From an optimization exercise on the open Yosys and OpenROAD flow, aimed at small area; shortcuts taken in it are not production practice. Function was checked by simulation only, so behaviour that the tests miss may differ from the original. Power is estimated from default activity; no workload was simulated.

==> inputs of job 9259 <==
## mix_core
module mix_core (
    input  wire        clk,
    input  wire        rst,
    output wire        mem_req,
    output wire        mem_we,
    output wire [11:0] mem_addr,
    output wire [30:0] mem_wdata,
    input  wire        mem_ack,
    input  wire [30:0] mem_rdata,
    output wire        halted,
    output wire [2:0]  fault_kind,
    output wire [13:0] fault_operand,
    output reg  [11:0] pc,
    output reg         ov,
    output wire [30:0] rA,
    output wire [30:0] rX,
    output wire [12:0] rI1,
    output wire [12:0] rI2,
    output wire [12:0] rI3,
    output wire [12:0] rI4,
    output wire [12:0] rI5,
    output wire [12:0] rI6
);
export LEC_CHECK = 0
export ABC_AREA = 1
export CAP_MARGIN = 20
export CORE_MARGIN = 2
export CORE_UTILIZATION = 55
export PLACE_DENSITY = 0.7
export SLEW_MARGIN = 20
create_clock -name core_clock -period 10.0 [get_ports {clk}]
standard.sh (not shown) runs the stock make flow with config.mk's settings and CLKGATE_MAP_FILE= SYNTH_SCRIPT=/design/flow/synth_recipe.tcl, a recipe that flattens the netlist after the stock synthesis.
==> flow/flow/run.sh <==
#!/bin/bash
# Standard layout, with three changes: the combinational logic of the
# standard synthesis re-mapped by ABC with an area script (registers kept
# as the standard synthesis made them), the smallest buffer on the ports,
# and a clock tree of small buffers.
set -euo pipefail
export BUFFER_PORTS_ARGS="-buffer_cell sky130_fd_sc_hd__buf_1"
export CTS_ARGS="-sink_clustering_enable -repair_clock_nets -dont_use_dummy_load -buf_list sky130_fd_sc_hd__clkbuf_2 -root_buf sky130_fd_sc_hd__clkbuf_8 -sink_clustering_buffer sky130_fd_sc_hd__clkbuf_2 -sink_clustering_size 12"
YOSYS=${YOSYS_EXE:-$(command -v yosys || echo "$FLOW_HOME/../tools/install/yosys/bin/yosys")}
R=orfs/results/$FLOW_PLATFORM/mix_core/base

bash standard.sh synth > standard_synth.log 2>&1
cp "$R/1_2_yosys.v" standard.v
cp "$FLOW_HOME/platforms/$FLOW_PLATFORM/lib/sky130_fd_sc_hd__tt_025C_1v80.lib" lib.lib
"$YOSYS" -s flow/remap.ys > remap.log 2>&1
rm -f lib.lib
cp remapped.v "$R/1_2_yosys.v"
bash standard.sh finish > standard_finish.log 2>&1
==> flow/flow/remap.abc <==
strash
&get -n
&deepsyn -T 60
&put
dch -f
amap
topo
==> flow/flow/remap.ys <==
# Re-map the combinational logic of the standard synthesis with a stronger
# area script. The standard synthesis's registers stay as they are: their
# cells are black boxes here, so names, count and cell types are kept.
read_liberty -ignore_miss_func -ignore_miss_dir lib.lib
blackbox sky130_fd_sc_hd__dfbbn_1 sky130_fd_sc_hd__dfbbn_2 sky130_fd_sc_hd__dfbbp_1 sky130_fd_sc_hd__dfrbp_1
blackbox sky130_fd_sc_hd__dfrbp_2 sky130_fd_sc_hd__dfrtn_1 sky130_fd_sc_hd__dfrtp_1 sky130_fd_sc_hd__dfrtp_2
blackbox sky130_fd_sc_hd__dfrtp_4 sky130_fd_sc_hd__dfsbp_1 sky130_fd_sc_hd__dfsbp_2 sky130_fd_sc_hd__dfstp_1
blackbox sky130_fd_sc_hd__dfstp_2 sky130_fd_sc_hd__dfstp_4 sky130_fd_sc_hd__dfxbp_1 sky130_fd_sc_hd__dfxbp_2
blackbox sky130_fd_sc_hd__dfxtp_1 sky130_fd_sc_hd__dfxtp_2 sky130_fd_sc_hd__dfxtp_4 sky130_fd_sc_hd__dlclkp_1
blackbox sky130_fd_sc_hd__dlclkp_2 sky130_fd_sc_hd__dlclkp_4 sky130_fd_sc_hd__dlrbn_1 sky130_fd_sc_hd__dlrbn_2
blackbox sky130_fd_sc_hd__dlrbp_1 sky130_fd_sc_hd__dlrbp_2 sky130_fd_sc_hd__dlrtn_1 sky130_fd_sc_hd__dlrtn_2
blackbox sky130_fd_sc_hd__dlrtn_4 sky130_fd_sc_hd__dlrtp_1 sky130_fd_sc_hd__dlrtp_2 sky130_fd_sc_hd__dlrtp_4
blackbox sky130_fd_sc_hd__dlxbn_1 sky130_fd_sc_hd__dlxbn_2 sky130_fd_sc_hd__dlxbp_1 sky130_fd_sc_hd__dlxtn_1
blackbox sky130_fd_sc_hd__dlxtn_2 sky130_fd_sc_hd__dlxtn_4 sky130_fd_sc_hd__dlxtp_1 sky130_fd_sc_hd__edfxbp_1
blackbox sky130_fd_sc_hd__edfxtp_1 sky130_fd_sc_hd__lpflow_inputisolatch_1 sky130_fd_sc_hd__sdfbbn_1 sky130_fd_sc_hd__sdfbbn_2
blackbox sky130_fd_sc_hd__sdfbbp_1 sky130_fd_sc_hd__sdfrbp_1 sky130_fd_sc_hd__sdfrbp_2 sky130_fd_sc_hd__sdfrtn_1
blackbox sky130_fd_sc_hd__sdfrtp_1 sky130_fd_sc_hd__sdfrtp_2 sky130_fd_sc_hd__sdfrtp_4 sky130_fd_sc_hd__sdfsbp_1
blackbox sky130_fd_sc_hd__sdfsbp_2 sky130_fd_sc_hd__sdfstp_1 sky130_fd_sc_hd__sdfstp_2 sky130_fd_sc_hd__sdfstp_4
blackbox sky130_fd_sc_hd__sdfxbp_1 sky130_fd_sc_hd__sdfxbp_2 sky130_fd_sc_hd__sdfxtp_1 sky130_fd_sc_hd__sdfxtp_2
blackbox sky130_fd_sc_hd__sdfxtp_4 sky130_fd_sc_hd__sdlclkp_1 sky130_fd_sc_hd__sdlclkp_2 sky130_fd_sc_hd__sdlclkp_4
blackbox sky130_fd_sc_hd__sedfxbp_1 sky130_fd_sc_hd__sedfxbp_2 sky130_fd_sc_hd__sedfxtp_1 sky130_fd_sc_hd__sedfxtp_2
blackbox sky130_fd_sc_hd__sedfxtp_4
read_verilog standard.v
hierarchy -top mix_core
flatten
rename -hide w:*.*
opt_clean -purge
stat
abc -liberty lib.lib -dont_use sky130_fd_sc_hd__lpflow_* -dont_use sky130_fd_sc_hd__probe_p_8 -dont_use sky130_fd_sc_hd__probec_p_8 -script flow/remap.abc
opt_clean -purge
hilomap -singleton -hicell sky130_fd_sc_hd__conb_1 HI -locell sky130_fd_sc_hd__conb_1 LO
hierarchy -top mix_core
stat -liberty lib.lib
write_verilog -noattr -nohex -nodec remapped.v
==> inputs of job 2166, as changes to job 9259 <==
==> flow/flow/run.sh (replaced) <==
#!/bin/bash
# Standard layout, with three changes: the combinational logic of the
# standard synthesis re-mapped by ABC with an area script (registers kept
# as the standard synthesis made them; four seeds, the smallest kept), the
# smallest buffer on the ports, and a clock tree of small buffers.
set -euo pipefail
export BUFFER_PORTS_ARGS="-buffer_cell sky130_fd_sc_hd__buf_1"
export CTS_ARGS="-sink_clustering_enable -repair_clock_nets -dont_use_dummy_load -buf_list sky130_fd_sc_hd__clkbuf_4 -root_buf sky130_fd_sc_hd__clkbuf_8 -sink_clustering_buffer sky130_fd_sc_hd__clkbuf_4 -sink_clustering_size 9 -sink_clustering_max_diameter 45"
YOSYS=${YOSYS_EXE:-$(command -v yosys || echo "$FLOW_HOME/../tools/install/yosys/bin/yosys")}
R=orfs/results/$FLOW_PLATFORM/mix_core/base

bash standard.sh synth > standard_synth.log 2>&1
cp "$R/1_2_yosys.v" standard.v
cp "$FLOW_HOME/platforms/$FLOW_PLATFORM/lib/sky130_fd_sc_hd__tt_025C_1v80.lib" lib.lib
for s in 0 1 2 3; do
  sed "s/SEED/$s/" flow/remap.abc > remap_$s.abc
  sed "s#flow/remap.abc#remap_$s.abc#; s#remapped.v#remapped_$s.v#" flow/remap.ys > remap_$s.ys
  "$YOSYS" -s remap_$s.ys > remap_$s.log 2>&1 &
done
wait
# a re-mapped netlist much smaller than the standard one would mean lost logic
std=$(grep "Chip area" orfs/reports/$FLOW_PLATFORM/mix_core/base/synth_stat.txt | tail -1 | awk '{print $NF}')
best=""; besta=""
for s in 0 1 2 3; do
  a=$( (grep "Chip area" remap_$s.log || true) | tail -1 | awk '{print $NF}')
  echo "seed $s area $a" >> remap_pick.log
  if [[ -n "$a" ]] && awk "BEGIN{exit !($a > 0.8 * $std)}" && { [[ -z "$besta" ]] || awk "BEGIN{exit !($a < $besta)}"; }; then best=$s; besta=$a; fi
done
echo "picked seed $best area $besta" >> remap_pick.log
rm -f lib.lib
[[ -n "$best" ]] || { echo "no usable re-mapped netlist" >> remap_pick.log; exit 1; }
cp remapped_$best.v "$R/1_2_yosys.v"
bash standard.sh finish > standard_finish.log 2>&1
==> flow/flow/remap.abc (replaced) <==
strash
&get -n
&deepsyn -T 60 -S SEED
&put
dch -f
amap
topo
--- a/flow/flow/remap.ys
+++ b/flow/flow/remap.ys
@@ -24,11 +24,47 @@
 hierarchy -top mix_core
 flatten
 rename -hide w:*.*
 opt_clean -purge
 stat
-abc -liberty lib.lib -dont_use sky130_fd_sc_hd__lpflow_* -dont_use sky130_fd_sc_hd__probe_p_8 -dont_use sky130_fd_sc_hd__probec_p_8 -script flow/remap.abc
+abc -liberty lib.lib -script flow/remap.abc \
+    -dont_use sky130_fd_sc_hd__lpflow_bleeder_1 \
+    -dont_use sky130_fd_sc_hd__lpflow_clkbufkapwr_1 \
+    -dont_use sky130_fd_sc_hd__lpflow_clkbufkapwr_16 \
+    -dont_use sky130_fd_sc_hd__lpflow_clkbufkapwr_2 \
+    -dont_use sky130_fd_sc_hd__lpflow_clkbufkapwr_4 \
+    -dont_use sky130_fd_sc_hd__lpflow_clkbufkapwr_8 \
+    -dont_use sky130_fd_sc_hd__lpflow_clkinvkapwr_1 \
+    -dont_use sky130_fd_sc_hd__lpflow_clkinvkapwr_16 \
+    -dont_use sky130_fd_sc_hd__lpflow_clkinvkapwr_2 \
+    -dont_use sky130_fd_sc_hd__lpflow_clkinvkapwr_4 \
+    -dont_use sky130_fd_sc_hd__lpflow_clkinvkapwr_8 \
+    -dont_use sky130_fd_sc_hd__lpflow_decapkapwr_12 \
+    -dont_use sky130_fd_sc_hd__lpflow_decapkapwr_3 \
+    -dont_use sky130_fd_sc_hd__lpflow_decapkapwr_4 \
+    -dont_use sky130_fd_sc_hd__lpflow_decapkapwr_6 \
+    -dont_use sky130_fd_sc_hd__lpflow_decapkapwr_8 \
+    -dont_use sky130_fd_sc_hd__lpflow_inputiso0n_1 \
+    -dont_use sky130_fd_sc_hd__lpflow_inputiso0p_1 \
+    -dont_use sky130_fd_sc_hd__lpflow_inputiso1n_1 \
+    -dont_use sky130_fd_sc_hd__lpflow_inputiso1p_1 \
+    -dont_use sky130_fd_sc_hd__lpflow_inputisolatch_1 \
+    -dont_use sky130_fd_sc_hd__lpflow_isobufsrc_1 \
+    -dont_use sky130_fd_sc_hd__lpflow_isobufsrc_16 \
+    -dont_use sky130_fd_sc_hd__lpflow_isobufsrc_2 \
+    -dont_use sky130_fd_sc_hd__lpflow_isobufsrc_4 \
+    -dont_use sky130_fd_sc_hd__lpflow_isobufsrc_8 \
+    -dont_use sky130_fd_sc_hd__lpflow_isobufsrckapwr_16 \
+    -dont_use sky130_fd_sc_hd__lpflow_lsbuf_lh_hl_isowell_tap_1 \
+    -dont_use sky130_fd_sc_hd__lpflow_lsbuf_lh_hl_isowell_tap_2 \
+    -dont_use sky130_fd_sc_hd__lpflow_lsbuf_lh_hl_isowell_tap_4 \
+    -dont_use sky130_fd_sc_hd__lpflow_lsbuf_lh_isowell_4 \
+    -dont_use sky130_fd_sc_hd__lpflow_lsbuf_lh_isowell_tap_1 \
+    -dont_use sky130_fd_sc_hd__lpflow_lsbuf_lh_isowell_tap_2 \
+    -dont_use sky130_fd_sc_hd__lpflow_lsbuf_lh_isowell_tap_4 \
+    -dont_use sky130_fd_sc_hd__probe_p_8 \
+    -dont_use sky130_fd_sc_hd__probec_p_8
 opt_clean -purge
 hilomap -singleton -hicell sky130_fd_sc_hd__conb_1 HI -locell sky130_fd_sc_hd__conb_1 LO
 hierarchy -top mix_core
 stat -liberty lib.lib
 write_verilog -noattr -nohex -nodec remapped.v
CAP_MARGIN = 5   (was 20)
SLEW_MARGIN = 5   (was 20)
==> inputs of job 1069, as changes to job 9259 <==
--- a/flow/design.v
+++ b/flow/design.v
@@ -42,11 +42,11 @@
     reg [11:0] i1_m, i2_m, i3_m, i4_m, i5_m, i6_m;
     reg        i1_s, i2_s, i3_s, i4_s, i5_s, i6_s;
     reg [29:0] wb_m; reg wb_s;    
     reg [13:0] fo;                
     reg [11:0] ir;                
-    reg        f_a, f_b, f_c;     
+    reg        f_a, f_c;          
     assign rA  = {a_s, a_m};
     assign rX  = {x_s, x_m};
     assign rI1 = {i1_s, i1_m};
     assign rI2 = {i2_s, i2_m};
     assign rI3 = {i3_s, i3_m};
@@ -122,11 +122,11 @@
             3'd3: lt_e = lt3;
             3'd4: lt_e = lt2;
             default: lt_e = lt1;
         endcase
     end
-    wire [2:0] idx = s_ea ? wb_m[14:12] : dsel;
+    wire [2:0] idx = (s_ea | s_inc) ? wb_m[14:12] : dsel;
     reg  src_b, src_s;
     always @(*) begin
         case (idx)
             3'd0: begin src_b = a_m[0];  src_s = a_s;  end
             3'd1: begin src_b = i1_m[0]; src_s = i1_s; end
@@ -140,11 +140,11 @@
     end
     wire i_nz  = |wb_m[17:12];
     wire ea_ma = lt2 & wb_m[18];
     wire ea_mb = lt2 & i_nz & src_b;
     wire ea_a  = ea_ma ^ (wb_s & f_a);
-    wire ea_b  = ea_mb ^ (i_nz & src_s & f_b);
+    wire ea_b  = ea_mb ^ (i_nz & src_s);
     wire ea_s  = ea_a ^ ea_b ^ f_c;
     wire ea_c  = (ea_a & ea_b) | (f_c & (ea_a | ea_b));
     wire sa    = lz & a_s;
     wire sb    = (lz & wb_s) ^ is_sub;
     wire diff  = sa ^ sb;
@@ -225,17 +225,15 @@
         end
     end
     always @(posedge clk) begin
         if (chg) begin
             f_a <= 1'b0;
-            f_b <= 1'b0;
-            f_c <= s_read & r_diff;
+            f_c <= (s_read & r_diff) | (s_inc & i_nz & src_s);
         end else if (s_inc & lt2) begin
             f_c <= f_c | ~pc[0];
         end else if (s_ea) begin
             f_a <= f_a | ea_ma;
-            f_b <= f_b | ea_mb;
             f_c <= ea_c;
         end else if (adding) begin
             f_a <= f_a | ad_s;
             f_c <= ad_c;
         end else if (s_neg & lt5) begin
==> flow/flow/run.sh (replaced) <==
#!/bin/bash
# Standard layout, with three changes: the combinational logic of the
# standard synthesis re-mapped by ABC with an area script (registers kept
# as the standard synthesis made them; four seeds, the smallest kept), the
# smallest buffer on the ports, and a clock tree of small buffers.
set -euo pipefail
export BUFFER_PORTS_ARGS="-buffer_cell sky130_fd_sc_hd__buf_1"
export CTS_ARGS="-sink_clustering_enable -repair_clock_nets -dont_use_dummy_load -buf_list sky130_fd_sc_hd__clkbuf_4 -root_buf sky130_fd_sc_hd__clkbuf_8 -sink_clustering_buffer sky130_fd_sc_hd__clkbuf_4 -sink_clustering_size 9 -sink_clustering_max_diameter 45"
YOSYS=${YOSYS_EXE:-$(command -v yosys || echo "$FLOW_HOME/../tools/install/yosys/bin/yosys")}
R=orfs/results/$FLOW_PLATFORM/mix_core/base

bash standard.sh synth > standard_synth.log 2>&1
cp "$R/1_2_yosys.v" standard.v
cp "$FLOW_HOME/platforms/$FLOW_PLATFORM/lib/sky130_fd_sc_hd__tt_025C_1v80.lib" lib.lib
for s in 0 1 2 3; do
  sed "s/SEED/$s/" flow/remap.abc > remap_$s.abc
  sed "s#flow/remap.abc#remap_$s.abc#; s#remapped.v#remapped_$s.v#" flow/remap.ys > remap_$s.ys
  "$YOSYS" -s remap_$s.ys > remap_$s.log 2>&1 &
done
wait
# a re-mapped netlist much smaller than the standard one would mean lost logic
std=$(grep "Chip area" orfs/reports/$FLOW_PLATFORM/mix_core/base/synth_stat.txt | tail -1 | awk '{print $NF}')
best=""; besta=""
for s in 0 1 2 3; do
  a=$( (grep "Chip area" remap_$s.log || true) | tail -1 | awk '{print $NF}')
  echo "seed $s area $a" >> remap_pick.log
  if [[ -n "$a" ]] && awk "BEGIN{exit !($a > 0.8 * $std)}" && { [[ -z "$besta" ]] || awk "BEGIN{exit !($a < $besta)}"; }; then best=$s; besta=$a; fi
done
echo "picked seed $best area $besta" >> remap_pick.log
rm -f lib.lib
[[ -n "$best" ]] || { echo "no usable re-mapped netlist" >> remap_pick.log; exit 1; }
cp remapped_$best.v "$R/1_2_yosys.v"
bash standard.sh finish > standard_finish.log 2>&1
==> flow/flow/remap.abc (replaced) <==
strash
&get -n
&deepsyn -T 60 -S SEED
&put
dch -f
amap
topo
--- a/flow/flow/remap.ys
+++ b/flow/flow/remap.ys
@@ -24,11 +24,47 @@
 hierarchy -top mix_core
 flatten
 rename -hide w:*.*
 opt_clean -purge
 stat
-abc -liberty lib.lib -dont_use sky130_fd_sc_hd__lpflow_* -dont_use sky130_fd_sc_hd__probe_p_8 -dont_use sky130_fd_sc_hd__probec_p_8 -script flow/remap.abc
+abc -liberty lib.lib -script flow/remap.abc \
+    -dont_use sky130_fd_sc_hd__lpflow_bleeder_1 \
+    -dont_use sky130_fd_sc_hd__lpflow_clkbufkapwr_1 \
+    -dont_use sky130_fd_sc_hd__lpflow_clkbufkapwr_16 \
+    -dont_use sky130_fd_sc_hd__lpflow_clkbufkapwr_2 \
+    -dont_use sky130_fd_sc_hd__lpflow_clkbufkapwr_4 \
+    -dont_use sky130_fd_sc_hd__lpflow_clkbufkapwr_8 \
+    -dont_use sky130_fd_sc_hd__lpflow_clkinvkapwr_1 \
+    -dont_use sky130_fd_sc_hd__lpflow_clkinvkapwr_16 \
+    -dont_use sky130_fd_sc_hd__lpflow_clkinvkapwr_2 \
+    -dont_use sky130_fd_sc_hd__lpflow_clkinvkapwr_4 \
+    -dont_use sky130_fd_sc_hd__lpflow_clkinvkapwr_8 \
+    -dont_use sky130_fd_sc_hd__lpflow_decapkapwr_12 \
+    -dont_use sky130_fd_sc_hd__lpflow_decapkapwr_3 \
+    -dont_use sky130_fd_sc_hd__lpflow_decapkapwr_4 \
+    -dont_use sky130_fd_sc_hd__lpflow_decapkapwr_6 \
+    -dont_use sky130_fd_sc_hd__lpflow_decapkapwr_8 \
+    -dont_use sky130_fd_sc_hd__lpflow_inputiso0n_1 \
+    -dont_use sky130_fd_sc_hd__lpflow_inputiso0p_1 \
+    -dont_use sky130_fd_sc_hd__lpflow_inputiso1n_1 \
+    -dont_use sky130_fd_sc_hd__lpflow_inputiso1p_1 \
+    -dont_use sky130_fd_sc_hd__lpflow_inputisolatch_1 \
+    -dont_use sky130_fd_sc_hd__lpflow_isobufsrc_1 \
+    -dont_use sky130_fd_sc_hd__lpflow_isobufsrc_16 \
+    -dont_use sky130_fd_sc_hd__lpflow_isobufsrc_2 \
+    -dont_use sky130_fd_sc_hd__lpflow_isobufsrc_4 \
+    -dont_use sky130_fd_sc_hd__lpflow_isobufsrc_8 \
+    -dont_use sky130_fd_sc_hd__lpflow_isobufsrckapwr_16 \
+    -dont_use sky130_fd_sc_hd__lpflow_lsbuf_lh_hl_isowell_tap_1 \
+    -dont_use sky130_fd_sc_hd__lpflow_lsbuf_lh_hl_isowell_tap_2 \
+    -dont_use sky130_fd_sc_hd__lpflow_lsbuf_lh_hl_isowell_tap_4 \
+    -dont_use sky130_fd_sc_hd__lpflow_lsbuf_lh_isowell_4 \
+    -dont_use sky130_fd_sc_hd__lpflow_lsbuf_lh_isowell_tap_1 \
+    -dont_use sky130_fd_sc_hd__lpflow_lsbuf_lh_isowell_tap_2 \
+    -dont_use sky130_fd_sc_hd__lpflow_lsbuf_lh_isowell_tap_4 \
+    -dont_use sky130_fd_sc_hd__probe_p_8 \
+    -dont_use sky130_fd_sc_hd__probec_p_8
 opt_clean -purge
 hilomap -singleton -hicell sky130_fd_sc_hd__conb_1 HI -locell sky130_fd_sc_hd__conb_1 LO
 hierarchy -top mix_core
 stat -liberty lib.lib
 write_verilog -noattr -nohex -nodec remapped.v
CAP_MARGIN = 5   (was 20)
SLEW_MARGIN = 5   (was 20)
==> summary of the runs <==
- Design area: job 2166 < job 1069 < job 9259.
- Non-clock buffer count, highest first: job 1069, job 9259, job 2166.
- In job 2166 the core utilization is lower than in job 1069, by 0.25 points.
- The highest synthesized area belongs to job 9259, the lowest to job 2166.
- Via count: job 9259 > job 1069 > job 2166.
- The highest combinational power belongs to job 2166, the lowest to job 9259.
- Clock skew: job 1069 < job 2166 < job 9259.
- Of job 1069 and job 9259, job 1069 has the higher critical path depth (gap 1).
- Power: job 1069 is lower than job 2166 (21%).
- The lowest die area belongs to job 2166, the highest to job 9259.

==> re-timing with driven ports <==
The flow's constraints put no driver on any port. The routed layouts listed below were extracted and timed again, unchanged, in two steps. Step 1 sets driving cells, clkbuf_16 on the clock port and buf_2 on the other inputs (assumed; they add their load-dependent delay and slew). Step 2 times the ports against the registers' clock, not the clock port: input delays grow and output delays shrink by t, the midpoint of the rising clock arrivals with the driver on. Slacks: no drivers / after step 1 / after step 2; pairs: no drivers / after step 1.
run	t (ns)	setup slack, ns	worst hold slack (ns)	worst setup path after step 2
job 9259	0.532	5.101 / 5.062 / 4.915	0.437 / 0.437 / 0.437	input to register
job 2166	0.557	5.601 / 5.560 / 5.902	0.433 / 0.433 / 0.433	input to register
job 1069	0.558	5.545 / 5.505 / 5.587	0.438 / 0.438 / 0.438	register to register
After both steps every run listed still meets setup and hold. For job 9259, which loses most, drivers alone change the setup slack by -0.039 ns; drivers and shift together by -0.186 ns.
